This is an optimization exercise on Yosys and OpenROAD, whose aim is small area, a short achievable clock period and few clock cycles, not a production implementation. Function was checked by simulation only, so behaviour that the tests miss may differ from the original. Power and IR drop assume default switching activity.

==> design/flow/design.v <==
module rx_framer (
    input  wire        clk,
    input  wire        rst,           
    input  wire        cmd_valid,
    input  wire        cmd_step,      
    input  wire [7:0]  cmd_byte,      
    output wire        cmd_ready,
    output reg         idle,
    output reg  [8:0]  rx_count,
    output reg         ev_valid,
    output reg         ev_ok,
    output wire [95:0] ev_payload,    
    output wire [15:0] ev_rxck,
    output reg  [15:0] ev_ck
);
    localparam [2:0] P_IDLE = 3'd0,   
                     P_E1   = 3'd1,   
                     P_E2   = 3'd2,   
                     P_WAIT = 3'd3,   
                     P_F1   = 3'd5,   
                     P_FIN1 = 3'd6,   
                     P_FIN2 = 3'd7;   
    reg        byte_no;               
    reg        step_no;               
    assign cmd_ready = ~(cmd_step ? step_no : byte_no);
    wire acc_byte = cmd_valid & ~cmd_step & ~byte_no;
    wire acc_step = cmd_valid &  cmd_step & ~step_no;
    reg  [8:0]  tail;                 
    reg  [8:0]  head;                 
    reg  [8:0]  sp;                   
    reg  [8:0]  rd;                   
    reg  [8:0]  tsnap;                
    reg  [8:0]  dd;                   
    reg  [7:0]  vmask;                
    reg  [39:0] brow;                 
    reg  [2:0]  pstate;
    reg  [2047:0] ring;               
    reg         wv;
    reg  [7:0]  wa;
    reg  [7:0]  wb;
    always @(posedge clk) begin
        if (rst) wv <= 1'b0;
        else     wv <= acc_byte;
        wa <= tail[7:0];
        wb <= cmd_byte;
    end
    wire [255:0] wdec = {255'd0, wv} << wa;
    genvar g, r;
    generate
        for (g = 0; g < 256; g = g + 1) begin : g_wr
            always @(posedge clk)
                if (wdec[g]) ring[8*g +: 8] <= wb;
        end
    endgenerate
    wire [63:0] bank;                 
    generate
        for (g = 0; g < 8; g = g + 1) begin : g_bank
            wire [31:0]  sel = 32'd1 << brow[5*g +: 5];
            wire [255:0] col;
            for (r = 0; r < 32; r = r + 1) begin : g_row
                assign col[8*r +: 8] = ring[8*(8*r+g) +: 8];
            end
            rxf_sel32 u_sel (.sel(sel), .d(col), .q(bank[8*g +: 8]));
        end
    endgenerate
    wire [63:0] rot;
    generate
        for (g = 0; g < 8; g = g + 1) begin : g_rot
            wire [7:0] li, lo;
            for (r = 0; r < 8; r = r + 1) begin : g_lane
                assign li[r] = bank[8*r + g];
                assign rot[8*r + g] = lo[r];
            end
            rxf_rot8 u_rot (.s(rd[2:0]), .d(li), .q(lo));
        end
    endgenerate
    reg  [63:0] winb;                 
    reg  [63:0] wina;                 
    reg         wa_ld;
    always @(posedge clk) begin
        winb <= rot;
        if (wa_ld) wina <= winb;
    end
    wire [127:0] frame = {winb, wina};    
    assign ev_rxck    = frame[23:8];
    assign ev_payload = frame[119:24];
    reg  [18:0] sum;
    always @(posedge clk)
        sum <= {3'd0, frame[ 39: 24]} + {3'd0, frame[ 55: 40]} + {3'd0, frame[ 71: 56]} +
               {3'd0, frame[ 87: 72]} + {3'd0, frame[103: 88]} + {3'd0, frame[119:104]};
    wire [16:0] fa    = {1'b0, sum[15:0]} + {14'd0, sum[18:16]};
    wire [15:0] fb    = sum[15:0] + {13'd0, sum[18:16]} + 16'd1;
    wire [15:0] ck    = ~(fa[16] ? fb : fa[15:0]);
    wire        match = (ev_ck == frame[23:8]);      
    wire [7:0] ffb;                   
    wire [7:0] ffa;                   
    generate
        for (g = 0; g < 8; g = g + 1) begin : g_ff
            assign ffb[g] = &winb[8*g +: 8];
            assign ffa[g] = &wina[8*g +: 8];
        end
    endgenerate
    reg  [7:0]  ffv;                  
    always @(posedge clk)
        ffv <= ffb & vmask;
    wire        found = |ffv;
    reg  [2:0]  fi;
    integer k;
    always @(*) begin
        fi = 3'd0;
        for (k = 7; k >= 0; k = k - 1)
            if (ffv[k]) fi = k[2:0];
    end
    wire [8:0]  sp_fi   = sp + {6'd0, fi};
    wire [8:0]  dd_fi   = dd - {6'd0, fi};
    wire        short   = (dd_fi < 9'd15);
    wire [8:0]  sp_8    = sp + 9'd8;
    wire [8:0]  dd_8    = dd - 9'd8;
    wire        scanned = (dd <= 9'd8);
    wire        stale   = ((tsnap - head) > 9'd128);
    wire [14:1] ffi = {ffb[6:0], ffa[7:1]};
    reg  [3:0]  ij;
    always @(*) begin
        ij = 4'd0;
        for (k = 14; k >= 1; k = k - 1)
            if (ffi[k]) ij = k[3:0];
    end
    wire        inner = |ffi;
    reg         ev_far;               
    reg  [8:0]  h_ij;                 
    wire [8:0]  h_fin = (match | ev_far) ? head + 9'd15 : h_ij;
    always @(posedge clk) begin
        ev_ck  <= ck;
        ev_far <= ~inner;
        h_ij   <= head + {5'd0, ij};
    end
    reg  [8:0]  qs [0:3];
    reg  [1:0]  qwp, qrp;
    reg  [2:0]  qcnt;
    wire        pop    = (pstate == P_IDLE) & (qcnt != 3'd0);
    wire [8:0]  qhead  = qs[qrp];
    wire [8:0]  dd_q   = qhead - sp;
    always @(posedge clk)
        if (acc_step) qs[qwp] <= tail;
    wire [8:0] occ     = tail - head;
    wire [8:0] occ_inc = tail - head + 9'd1;
    reg         sp_ld;
    reg  [8:0]  sp_n;
    reg         rd_ld;
    reg  [8:0]  rd_n;
    reg         dd_ld;
    reg  [8:0]  dd_n;
    always @(*) begin
        sp_ld = 1'b0;
        sp_n  = sp_fi;
        rd_ld = 1'b0;
        rd_n  = sp_fi;
        dd_ld = 1'b0;
        dd_n  = dd_fi;
        wa_ld = 1'b0;
        case (pstate)
            P_IDLE: begin
                dd_ld = pop;
                dd_n  = dd_q;
            end
            P_E1: begin
                rd_ld = 1'b1;
                rd_n  = sp_8;
            end
            P_E2: begin
                wa_ld = 1'b1;                 
                sp_ld = 1'b1;
                dd_ld = 1'b1;
                if (found) begin
                    sp_n = sp_fi;
                    dd_n = dd_fi;
                    if (!short && fi == 3'd0) begin
                    end else begin
                        rd_ld = 1'b1;
                        rd_n  = sp_fi;
                    end
                end else if (scanned) begin
                    sp_n  = tsnap;
                    rd_ld = 1'b1;
                    rd_n  = tsnap;
                    dd_n  = 9'd0;
                end else begin
                    sp_n = sp_8;              
                    dd_n = dd_8;
                end
            end
            P_FIN2: begin
                sp_ld = 1'b1;
                sp_n  = h_fin;
                rd_ld = 1'b1;
                rd_n  = h_fin;
            end
            default: ;
        endcase
    end
    integer m;
    always @(posedge clk) begin
        if (rst) begin
            tail     <= 9'd0;
            head     <= 9'd0;
            sp       <= 9'd0;
            rd       <= 9'd0;
            brow     <= 40'd0;
            qwp      <= 2'd0;
            qrp      <= 2'd0;
            qcnt     <= 3'd0;
            pstate   <= P_IDLE;
            byte_no  <= 1'b0;
            step_no  <= 1'b0;
            idle     <= 1'b1;
            rx_count <= 9'd0;
            ev_valid <= 1'b0;
            ev_ok    <= 1'b0;
        end else begin
            ev_valid <= 1'b0;
            if (acc_byte) tail <= tail + 9'd1;
            if (acc_step) qwp  <= qwp + 2'd1;
            if (pop)      qrp  <= qrp + 2'd1;
            qcnt     <= qcnt + {2'b0, acc_step} - {2'b0, pop};
            step_no  <= ((qcnt == 3'd4) | (qcnt == 3'd3 & acc_step)) & ~pop;
            byte_no  <= occ[8] | (acc_byte & (&occ[7:0]));
            idle     <= (pstate == P_IDLE) & (qcnt == 3'd0) & ~acc_step;
            rx_count <= acc_byte ? occ_inc : occ;
            if (sp_ld) sp <= sp_n;
            if (rd_ld) begin
                rd   <= rd_n;
                for (m = 0; m < 8; m = m + 1)
                    brow[5*m +: 5] <= (m < rd_n[2:0]) ? rd_n[7:3] + 5'd1 : rd_n[7:3];
            end
            if (dd_ld) begin
                dd <= dd_n;
                for (m = 0; m < 8; m = m + 1)
                    vmask[m] <= (dd_n > m);
            end
            case (pstate)
                P_IDLE: begin
                    if (pop) begin
                        tsnap  <= qhead;
                        pstate <= P_E1;
                    end
                end
                P_E1: pstate <= P_E2;
                P_E2: begin
                    if (found) begin
                        head <= sp_fi;
                        if (short)
                            pstate <= P_IDLE;          
                        else if (fi == 3'd0)
                            pstate <= P_F1;            
                        else
                            pstate <= P_WAIT;          
                    end else if (scanned) begin
                        if (stale)
                            head <= tsnap;             
                        pstate <= P_IDLE;
                    end else begin
                        pstate <= P_E1;
                    end
                end
                P_WAIT: pstate <= P_E1;
                P_F1: pstate <= P_FIN1;
                P_FIN1: pstate <= P_FIN2;
                P_FIN2: begin
                    ev_valid <= 1'b1;
                    ev_ok    <= match;
                    head     <= h_fin;
                    pstate   <= P_IDLE;
                end
                default: pstate <= P_IDLE;
            endcase
        end
    end
endmodule
module rxf_sel32 (
    input  wire [31:0]  sel,
    input  wire [255:0] d,
    output wire [7:0]   q
);
    integer r;
    reg [7:0] acc;
    always @(*) begin
        acc = 8'd0;
        for (r = 0; r < 32; r = r + 1)
            acc = acc | ({8{sel[r]}} & d[8*r +: 8]);
    end
    assign q = acc;
endmodule
module rxf_rot8 (
    input  wire [2:0] s,
    input  wire [7:0] d,
    output wire [7:0] q
);
    wire [7:0] r0 = s[0] ? {d[0],    d[7:1]}  : d;
    wire [7:0] r1 = s[1] ? {r0[1:0], r0[7:2]} : r0;
    assign     q  = s[2] ? {r1[3:0], r1[7:4]} : r1;
endmodule
==> design/flow/flow/run.sh <==
#!/bin/bash
# Standard layout, with two changes to how timing is repaired:
# - the port buffers that buffer_ports inserts are plain buf_1 cells
#   (repair resizes the ones on critical paths);
# - repair_timing aims for 5.75 ns of setup slack (the design's period is
#   unchanged; the larger margin only makes the repair work harder).
# The make output goes to flow_make.log here; ORFS keeps each step's own
# log under orfs/logs/.
set -euo pipefail
bash standard.sh \
  "BUFFER_PORTS_ARGS=-buffer_cell sky130_fd_sc_hd__buf_1" \
  SETUP_SLACK_MARGIN=5.75 \
  finish > flow_make.log 2>&1
==> design/flow/standard.sh <==
#!/bin/bash
# synth_recipe.tcl (not shown) runs the flow's synth.tcl, then flattens the netlist and writes it again
# the make line also repeats each setting of config.mk as NAME=value (left out here)
make -C /OpenROAD-flow-scripts/flow DESIGN_CONFIG=/design/flow/config.mk WORK_HOME=/design/flow/orfs CLKGATE_MAP_FILE= SYNTH_SCRIPT=/design/flow/synth_recipe.tcl "${@:-finish}"
==> design/flow/config.mk <==
export PLATFORM = sky130hd
export DESIGN_NAME = rx_framer
export DESIGN_NICKNAME = rx_framer
export VERILOG_FILES = /design/flow/design.v
export SDC_FILE = /design/flow/constraint.sdc
export NUM_CORES = 4
export LEC_CHECK = 0
export CAP_MARGIN = 20
export CORE_MARGIN = 2
export CORE_UTILIZATION = 55
export CTS_BUF_LIST = sky130_fd_sc_hd__clkbuf_8 sky130_fd_sc_hd__clkbuf_16
export CTS_CLUSTER_DIAMETER = 100
export CTS_CLUSTER_SIZE = 24
export SETUP_SLACK_MARGIN = 5
export SLEW_MARGIN = 20
export SYNTH_HIERARCHICAL = 1
==> design/flow/constraint.sdc <==
create_clock -name core_clock -period 10.0 [get_ports {clk}]
set_input_delay 2.0000 -clock core_clock [delete_from_list [all_inputs] [get_ports {clk}]]
set_output_delay 2.0000 -clock core_clock [all_outputs]
set_load 0.01 [all_outputs]
==> results.tsv <==
metric	value	unit
outcome	complete, no violations	
Initial Util	55.4	%
Clock Path Buffers	3	
# IOs	153	
met2 layer usage reported by global route	46.3	%
share of cells above drive strength 1	6.56	%
Max Cap Viol	0	
wire per inst	32.3	um
vias post-DR	56100	
endpoint type of the worst setup path	primary output	
H-tree depth	3	
async set or reset register ratio after synthesis	0	%
Final Max Slew Viols	0	
met3 track demand over resource	4.10	%
fin worst setup slack	5590	ps
setup tns final	0	ps
crit path launch	cmd_step	
kind of critical path	in2out	
crit path buf inv count	2	
clk_skew	52.5	ps
Post-synth top flop	edfxtp_1	
family with the most delay on the worst path	buffers and inverters	
Reg2Reg Capture Point	sum[17]	
startpoint types	input pin	
Worst R2R Setup Slack	5880	ps
synth top area cells	edfxtp_1 67%, a22oi_1 7.8%, dfxtp_1 4.8%, nor2_1 2.6%, nand4_1 1.9%	
first-pass GRT wire length	390	mm
Post-route DRC	0	
RSZ-0062 raised after global routing	true	
Syn. warnings	8	
grt total ovfl	0	
Tightest Pin Transition	1200	ps
count leader, synth	edfxtp_1	
Worst Path Arrival	2410	ps
hold-fix buffers at CTS	0	
Reg area	0.0697	mm2
crit-path max cell delay	180	ps
CP Capture Point	cmd_ready	
Yosys top cell area share	67.4	%
reg2reg path depth	13	
Starting DRT DRC Count	7963	
row count	153	
number of global-route vias before repair	53700	
final hold violations	0	
die area	0.179	mm2
routability cong.	0.917	
Rel. slew slack	19.9	%
CTS Buf Count	110	
syn_area_per_cell	15.5	um2
f_max	227	MHz
worst-path cell chain	buf_8, mux2i_2, buf_2	
#FFs+latches synth	2396	
largest net degree at the start of global routing	143	
Die Y	423	um
Post-synth EDFFs	2166	
post-place setup slack	5120	ps
port bufs	152	
worst reg2reg path startpoint	wina[27]	
Root Driver	clkbuf_16	
Synth top cells by count	2166 x edfxtp_1, 998 x a22oi_1, 658 x nor2_1	
crit-path max FO	2	
Leak	30.6	nW
GR Util All Layers	30.1	%
Core ar.	0.174	mm2
Die W	423	um
area leader, netlist	edfxtp_1	
post-synthesis cell type count	83	
DRT Wirelength	272	mm
VDD IR-drop max	0.322	mV
clock latency on the worst-skew pair	820	ps
DP HPWL	189	mm
first-pass detailed-route iteration total	6	
Worst Path Required	8000	ps
area of the multi-input gates	0.0236	mm2
CTS tree	built	
synthesized area	0.0965	mm2
HP Class	reg2reg	
Final ANT Viol Nets	0	
initial antenna violation count	8	
minimum clock period	4410	ps
Synthesized Nets	6391	
fin nets	6204	
final setup violation count	0	
sequential share of the synthesized area	72.1	%
Fill cells	13700	
final worst path period share	44.1	%
met1 Use GR	44.9	%
layout overhead on the synthesized area	4.35	%
Critical-path top delay cell	mux2i_2	
PD cells	238	mW/mm2
routed vias/inst	6.65	
Most Crowded Layer GR	met2	
Worst path depth	3	
Sink Count	2396	
clock-pin slew on the worst setup and hold paths	100	ps
Post-Synthesis Cells	6239	
==> per-module statistics from Yosys (local to each module, per instance) <==
module     flip-flops and latches  times used  cell area, um2  cells inside
rx_framer                    2396           1           82300          4487
rxf_rot8                        0           8             327            19
rxf_sel32                       0           8            1450           200
==> cell type report <==
class	count	area share [%]
timing repair buffer	213	1.08
inverter	96	0.358
clock inverter	58	0.274
tap	2325	2.89
clock buffer	111	2.76
antenna	4	0.00994
sequential	2396	69.2
multi-input combinational	3235	23.5
==> repair_timing <==
item / CTS / global route
endpoints found under the setup margin: 24 / 30
pin swaps: 2 / 7
setup buffers: 3 / 5
resized for setup: 23 / 35
==> placed cells by master (no fill, tap or decap), types with 26 or more instances in the layout <==
cell type     n
a21oi_1      82
a22oi_1     998
a22oi_2      32
buf_1       149
buf_4        56
clkbuf_16   111
dfxtp_1     217
edfxtp_1   2166
fa_1         72
ha_1         65
inv_1       144
mux2_2       71
mux4_1       64
nand2_1     169
nand3_1      49
nand3b_1     29
nand4_1     297
nor2_1      657
nor3_1       32
o21ai_0      65
or3_1        26
or4_1        65
xnor2_1      63
xor2_1       49
==> stage by stage <==
step / instance area (um2) / cells / util (%) / total power, W / hold slack (ps)
2_1_floorplan: 96500 / 6239 / - / 0.0167 / 408
3_3_place_gp: 97300 / 8255 / 55.9 / 0.0186 / 437
3_5_place_dp: 97400 / 8257 / 55.9 / 0.0188 / 434
4_1_cts: 101000 / 8429 / 57.7 / 0.0237 / 456
5_1_grt: 101000 / 8434 / 57.8 / 0.0250 / 472
6_report: 101000 / 8438 / 57.8 / 0.0239 / 454
==> per-layer routing <==
| metal | routed length, um | up-vias | part of all wire (%) |
|---|---|---|---|
| met5 | 26 | - | 0.0096 |
| met3 | 22500 | 320 | 8.3 |
| met1 | 115000 | 29100 | 42 |
| met4 | 8800 | 4 | 3.2 |
| li1 | - | 24000 | - |
| met2 | 126000 | 2667 | 46 |
==> where the power goes <==
part | leakage (nW) | internal (W) | switching, W
registers | 21.4 | 0.0114 | 0.000570
logic | 7.58 | 0.00283 | 0.00411
clock network | 1.68 | 0.00202 | 0.00303
total | 30.6 | 0.0162 | 0.00771
==> registers in the layout, summed over array words and instances, names as in the netlist, 16 cells and up, named ones only <==
signal  cells
ev_ck      16
ring     2048
wina       56
winb       64
qs         36
sum        19
brow       40
==> worst reg2reg max path, stage by stage (launching register included) <==
cell and delay, ps:
edfxtp_1 460, fa_1 610, fa_1 450, fa_1 510
ha_1 300, a21o_1 200, a21oi_2 200, o21ai_0 120
o211a_1 180, a211oi_1 260, nor3_1 160, a211o_1 290
a21oi_1 180, xnor2_1 140
==> kinds of logic (layout without fill, tap and decap cells) <==
kind of cell / after synthesis / in the layout / share of synthesized area, %
buffers and inverters: 608 / 478 / 3.66
AOI/OAI and AO/OA: 1331 / 1331 / 10.2
other: 0 / 4 / 0
muxes: 167 / 167 / 3.03
DFF: 2396 / 2396 / 72.1
xor gates and xnor gates: 113 / 113 / 1.03
and+or+nand+nor: 1484 / 1484 / 7.59
adders and majority gates: 140 / 140 / 2.38
==> how the worst min path moves through the flow <==
| stage | startpoint | end | slack [ps] | cells after the start |
|---|---|---|---|---|
| floorplan | winb[57] | wina[57] | 410 | 0 |
| global placement | vmask[5] | ffv[5] | 440 | 1 |
| detailed placement | vmask[5] | ffv[5] | 430 | 1 |
| CTS | vmask[5] | ffv[5] | 460 | 1 |
| global route | winb[63] | wina[63] | 470 | 0 |
| finish | vmask[5] | ffv[5] | 450 | 1 |
Testbench counts, summed over its fixed seeds: cycles 32,075.

## what the ideal ports hide
In the flow no input, the clock included, has a driving cell. The finished layout below was timed again as built, in two steps.
Step 1: set_driving_cell puts a clkbuf_16 on clk and a buf_2 on each other input, an assumption about the parent block.
Step 2, shift: input delay + t, output delay - t, t = (earliest + latest rising clock arrival at the registers) / 2. This alone moves slack from input paths to output paths.
Slacks: ideal / step 1 / step 2; pairs: ideal / step 1.
shift t [ns]: 0.879
slack for setup (ns): 5.595 / 5.543 / 5.543
worst setup path after step 2: input to output
worst register clock-pin slew, ns: 0.11 / 0.11
After both steps this run still meets setup and hold. For this run, drivers alone change the setup slack by -0.052 ns; drivers and shift together by -0.052 ns.
